From an optimization exercise on the open Yosys and OpenROAD flow, aimed at small area; shortcuts taken in it are not production practice.
The RTL was checked by simulation tests, not by an equivalence proof against the original design.
Power is estimated from default activity; no workload was simulated.

Setup of run 1:
// ltt
module ltt (
    input  wire        clk,
    input  wire        rst,
    input  wire        op_valid,
    input  wire [47:0] op_word,
    output reg         op_done,
    output reg         op_err,
    output wire [7:0]  op_res,
    output wire        irq,
    output wire        txd,
    input  wire        rxd
);
==> flow/config.mk <==
export PLATFORM = sky130hd
export DESIGN_NAME = ltt
export DESIGN_NICKNAME = ltt
export VERILOG_FILES = /design/flow/design.v
export SDC_FILE = /design/flow/constraint.sdc
export NUM_CORES = 4
export LEC_CHECK = 0
export ABC_AREA = 1
export CAP_MARGIN = 20
export CORE_MARGIN = 2
export CORE_UTILIZATION = 40
export SLEW_MARGIN = 20
==> flow/constraint.sdc <==
create_clock -name core_clock -period 10.0 [get_ports {clk}]
set_input_delay 2.0000 -clock core_clock [delete_from_list [all_inputs] [get_ports {clk}]]
set_output_delay 2.0000 -clock core_clock [all_outputs]
set_load 0.01 [all_outputs]
standard.sh (not shown) runs the stock make flow with config.mk's settings and CLKGATE_MAP_FILE= SYNTH_SCRIPT=/design/flow/synth_recipe.tcl, a recipe that flattens the netlist after the stock synthesis.
==> flow/flow/run.sh <==
#!/bin/bash
set -euo pipefail
export BUFFER_PORTS_ARGS="-buffer_cell sky130_fd_sc_hd__buf_1"
export CTS_ARGS="-sink_clustering_enable -repair_clock_nets -dont_use_dummy_load -sink_clustering_size 16 -sink_clustering_max_diameter 50 -buf_list sky130_fd_sc_hd__clkbuf_8"
bash standard.sh > standard_flow.log 2>&1
Run 1 completed every stage of the flow, and the final layout passed the timing, DRC and antenna checks.
For run 2, these inputs were changed with respect to run 1:
==> flow/flow/run.sh <==
#!/bin/bash
set -euo pipefail
export BUFFER_PORTS_ARGS="-buffer_cell sky130_fd_sc_hd__buf_1"
export CTS_ARGS="-sink_clustering_enable -repair_clock_nets -dont_use_dummy_load -sink_clustering_size 10 -sink_clustering_max_diameter 40 -buf_list sky130_fd_sc_hd__clkbuf_4"
bash standard.sh > standard_flow.log 2>&1
-- flow/config.mk --
<<< run 1, line 7
export LEC_CHECK = 0
export ABC_AREA = 1
export CAP_MARGIN = 20
>>> run 2, line 7
export LEC_CHECK = 0
export ABC_CLOCK_PERIOD_IN_PS = 10000
export CAP_MARGIN = 20
- Global-route usage: run 1 vs run 2, no meaningful difference
- Sort run 1 and run 2 by number of cells on the worst reg-to-reg path, ascending, and run 2 comes first.
- Compared with run 1, in run 2 chip width rose 0.88%; number of inserted diodes increased 1; final clock period utilization by the worst path increased 6.1 points; worst-case setup margin in the final layout decreased 0.61 ns.
- Delta (run 2 minus run 1): final critical-path required period grew by 0.61 ns; wire length grew by 0.96%.
Input changes introduced in run 3 (baseline for comparison: run 2):
==> flow/flow/run.sh <==
#!/bin/bash
set -euo pipefail
export BUFFER_PORTS_ARGS="-buffer_cell sky130_fd_sc_hd__buf_1"
export CTS_ARGS="-sink_clustering_enable -repair_clock_nets -dont_use_dummy_load -sink_clustering_size 10 -sink_clustering_max_diameter 40 -buf_list sky130_fd_sc_hd__clkbuf_4"

bash standard.sh synth > standard_synth.log 2>&1

RES=orfs/results/$FLOW_PLATFORM/ltt/base
PLAT=$FLOW_HOME/platforms/$FLOW_PLATFORM
cp $RES/1_2_yosys.v standard_1_2_yosys.v
export RESYN_NETLIST=$RES/1_2_yosys.v
export RESYN_LIB=$PLAT/lib/sky130_fd_sc_hd__tt_025C_1v80.lib
export RESYN_DONT_USE="$(make -s -C $FLOW_HOME DESIGN_CONFIG=$PWD/config.mk print-DONT_USE_CELLS 2>/dev/null | sed -n 's/^DONT_USE_CELLS: //p')"
echo "dont_use: $RESYN_DONT_USE" > resyn_dont_use.log
[[ -n "$RESYN_DONT_USE" ]]
yosys -c flow/resyn.tcl > resyn.log 2>&1
rm -f $RES/1_synth.odb $RES/1_synth.sdc

bash standard.sh > standard_layout.log 2>&1
==> flow/flow/resyn.tcl (new file) <==
# Re-map the combinational logic of the standard synthesis netlist for area,
# keeping every register instance (name, cell type and connections) as it is.
# Several ABC scripts are tried; the netlist with the smallest cell area is
# kept. Reads and writes $::env(RESYN_NETLIST).
yosys -import
set lib $::env(RESYN_LIB)
set net $::env(RESYN_NETLIST)
set dont_use {}
foreach c $::env(RESYN_DONT_USE) { lappend dont_use -dont_use $c }

read_liberty -ignore_miss_func $lib
# registers stay black boxes, so flatten leaves their instances untouched
setattr -mod -set blackbox 1 sky130_fd_sc_hd__dfxtp_1 sky130_fd_sc_hd__edfxtp_1
read_verilog $net
hierarchy -top $::env(FLOW_TOP)
flatten
opt -full
design -save base

set scripts [list \
  "strash; &get -n; &fraig -x; &put; scorr; dc2; dretime; strash; &get -n; &dch -f; &nf; &put" \
  "strash; dc2; dch -f; amap -F 10 -A 10; topo" \
  "strash; dc2; dch -f; amap -F 20 -A 20; topo" \
  "strash; dc2; dc2; dch -f; amap; topo" ]
set best -1
set best_area 0
set i 0
foreach s $scripts {
  design -load base
  set f [open resyn_script_$i.abc w]
  puts $f $s
  close $f
  abc -liberty $lib {*}$dont_use -script resyn_script_$i.abc
  opt_clean -purge
  set a [tee -q -s result.string stat -liberty $lib]
  regexp {Chip area for module '[^']*': ([0-9.]+)} $a -> area
  puts "RESYN script $i area $area"
  if { $best < 0 || $area < $best_area } {
    set best $i
    set best_area $area
    design -save best
  }
  incr i
}
puts "RESYN chosen script $best area $best_area"
design -load best
splitnets
opt_clean -purge
hilomap -singleton -hicell sky130_fd_sc_hd__conb_1 HI -locell sky130_fd_sc_hd__conb_1 LO
insbuf -buf sky130_fd_sc_hd__buf_4 A X
check
tee -o resyn_stat.txt stat -liberty $lib
write_verilog -noattr -nohex -nodec $net
-- flow/config.mk --
<<< run 2, line 7
export LEC_CHECK = 0
export ABC_CLOCK_PERIOD_IN_PS = 10000
export CAP_MARGIN = 20
>>> run 3, line 7
export LEC_CHECK = 0
export ABC_AREA = 1
export CAP_MARGIN = 20
==> comparison <==
Re sequential-cell power consumption: run 2 and run 3 aren't equal, and the lower value belongs to run 3.
Non-clock buffer count: run 3 higher than run 2
Final net count went up slightly going from run 2 to run 3.
The inputs of run 4 differ from those of run 3 as listed below.
==> flow/flow/run.sh <==
#!/bin/bash
set -euo pipefail
export BUFFER_PORTS_ARGS="-buffer_cell sky130_fd_sc_hd__buf_1"
export CTS_ARGS="-sink_clustering_enable -repair_clock_nets -dont_use_dummy_load -sink_clustering_size 10 -sink_clustering_max_diameter 40 -buf_list sky130_fd_sc_hd__clkbuf_4"
bash standard.sh > standard_flow.log 2>&1
-- flow/config.mk --
<<< run 3, line 7
export LEC_CHECK = 0
export ABC_AREA = 1
export CAP_MARGIN = 20
>>> run 4, line 7
export LEC_CHECK = 0
export CAP_MARGIN = 20
removed: flow/flow/resyn.tcl
--- outcome ---
- In run 4 the worst setup slack turned out 0.44 ns higher than in run 3.
- Looking at startpoint of the most critical setup path, the u_rxq.hc[3]$_SDFFE_PP0N_ result is from run 3; the u_rxq.tc[0]$_SDFFE_PP0N_ one comes from run 4.
- Run 3 has higher count of clock-buffer cells in the layout than run 4.
- Run 4: number of non-clock inverters is 77% lower than what run 3 reported.
- In the flow results for run 4 and run 3, the post-place setup slack is smaller on run 3.

========
ltt again, from the RTL that the note above started with.
clock: 10.0 ns
lec_check: 0
cap_margin: 20
core_margin: 2
core_utilization: 40
slew_margin: 20
==> flow/flow/run.sh <==
#!/bin/bash
set -euo pipefail
export BUFFER_PORTS_ARGS="-buffer_cell sky130_fd_sc_hd__buf_1"
export CTS_ARGS="-sink_clustering_enable -repair_clock_nets -dont_use_dummy_load -sink_clustering_size 10 -sink_clustering_max_diameter 40 -buf_list sky130_fd_sc_hd__clkbuf_4"

bash standard.sh synth > standard_synth.log 2>&1

RES=orfs/results/$FLOW_PLATFORM/ltt/base
PLAT=$FLOW_HOME/platforms/$FLOW_PLATFORM
cp $RES/1_2_yosys.v standard_1_2_yosys.v
export RESYN_NETLIST=$RES/1_2_yosys.v
export RESYN_LIB=$PLAT/lib/sky130_fd_sc_hd__tt_025C_1v80.lib
export RESYN_DONT_USE="$(make -s -C $FLOW_HOME DESIGN_CONFIG=$PWD/config.mk print-DONT_USE_CELLS 2>/dev/null | sed -n 's/^DONT_USE_CELLS: //p')"
echo "dont_use: $RESYN_DONT_USE" > resyn_dont_use.log
[[ -n "$RESYN_DONT_USE" ]]
yosys -c flow/resyn.tcl > resyn.log 2>&1
rm -f $RES/1_synth.odb $RES/1_synth.sdc

bash standard.sh > standard_layout.log 2>&1
==> flow/flow/resyn.tcl <==
# Re-map the combinational logic of the standard synthesis netlist for area,
# keeping every register instance (name, cell type and connections) as it is.
# Reads and writes $::env(RESYN_NETLIST).
yosys -import
set lib $::env(RESYN_LIB)
set net $::env(RESYN_NETLIST)
set dont_use {}
foreach c $::env(RESYN_DONT_USE) { lappend dont_use -dont_use $c }

read_liberty -ignore_miss_func $lib
# registers stay black boxes, so flatten leaves their instances untouched
setattr -mod -set blackbox 1 sky130_fd_sc_hd__dfxtp_1 sky130_fd_sc_hd__edfxtp_1
read_verilog $net
hierarchy -top $::env(FLOW_TOP)
flatten
opt -full
abc -liberty $lib {*}$dont_use
splitnets
opt_clean -purge
hilomap -singleton -hicell sky130_fd_sc_hd__conb_1 HI -locell sky130_fd_sc_hd__conb_1 LO
insbuf -buf sky130_fd_sc_hd__buf_4 A X
check
tee -o resyn_stat.txt stat -liberty $lib
write_verilog -noattr -nohex -nodec $net
Then changed:
==> flow/flow/run.sh (replaced) <==
#!/bin/bash
set -euo pipefail
export BUFFER_PORTS_ARGS="-buffer_cell sky130_fd_sc_hd__buf_1"
export CTS_ARGS="-sink_clustering_enable -repair_clock_nets -dont_use_dummy_load -sink_clustering_size 10 -sink_clustering_max_diameter 40 -buf_list sky130_fd_sc_hd__clkbuf_4"
bash standard.sh > standard_flow.log 2>&1
--- a/flow/config.mk
+++ b/flow/config.mk
@@ -7,2 +7,3 @@
 export LEC_CHECK = 0
+export ABC_AREA = 1
 export CAP_MARGIN = 20
removed: flow/flow/resyn.tcl
Result:
- worst hold slack improved by 0.0098 ns
- power went down by about 3.6%
- via count goes up by about 11%
- design area grows by 4.7%
- global-route usage is lower by 0.41 points
- area after synthesis rose by about 6%
- worst setup slack gains 0.75 ns
- non-clock buffer count went down by 3
- sequential share of layout area falls by 2.6 points
- first-iteration DRC count goes up by about 8%

==> static timing again, ports no longer ideal <==
The results above use ideal ports. As a check the final layouts listed here were re-extracted and re-timed, cells and wires unchanged.
Step 1: set_driving_cell puts a clkbuf_16 on clk and a buf_2 on each other input, an assumption about the parent block.
Step 2 moves the port delays by t, midway between the first and last clock arrival at a register: inputs arrive t later, outputs are due t later. That takes back most of the time a late clock gives input paths.
Slacks: ideal ports / drivers / drivers and shift; pairs: ideal ports / drivers.
run | shift t [ns] | slack for setup (ns) | slew at the worst register clock pin (ns) | worst slew at a driven data input, ns | cell pins on the clock port's net
run 1 | 0.571 | 5.424 / 5.380 / 5.283 | 0.10 / 0.10 | 0.06 | 1
run 2 | 0.714 | 4.817 / 4.776 / 5.006 | 0.10 / 0.10 | 0.07 | 1
run 3 | 0.708 | 4.379 / 4.328 / 4.022 | 0.11 / 0.11 | 0.09 | 1
run 4 | 0.714 | 4.817 / 4.776 / 5.006 | 0.10 / 0.10 | 0.07 | 1
the first run of note 2 | 0.677 | 4.548 / 4.503 / 4.924 | 0.12 / 0.12 | 0.06 | 1
the second run of note 2 | 0.712 | 5.302 / 5.255 / 5.314 | 0.10 / 0.10 | 0.06 | 1
After both steps setup and hold are still met in every run listed. For run 3, which loses most, drivers alone change the setup slack by -0.051 ns; drivers and shift together by -0.357 ns.
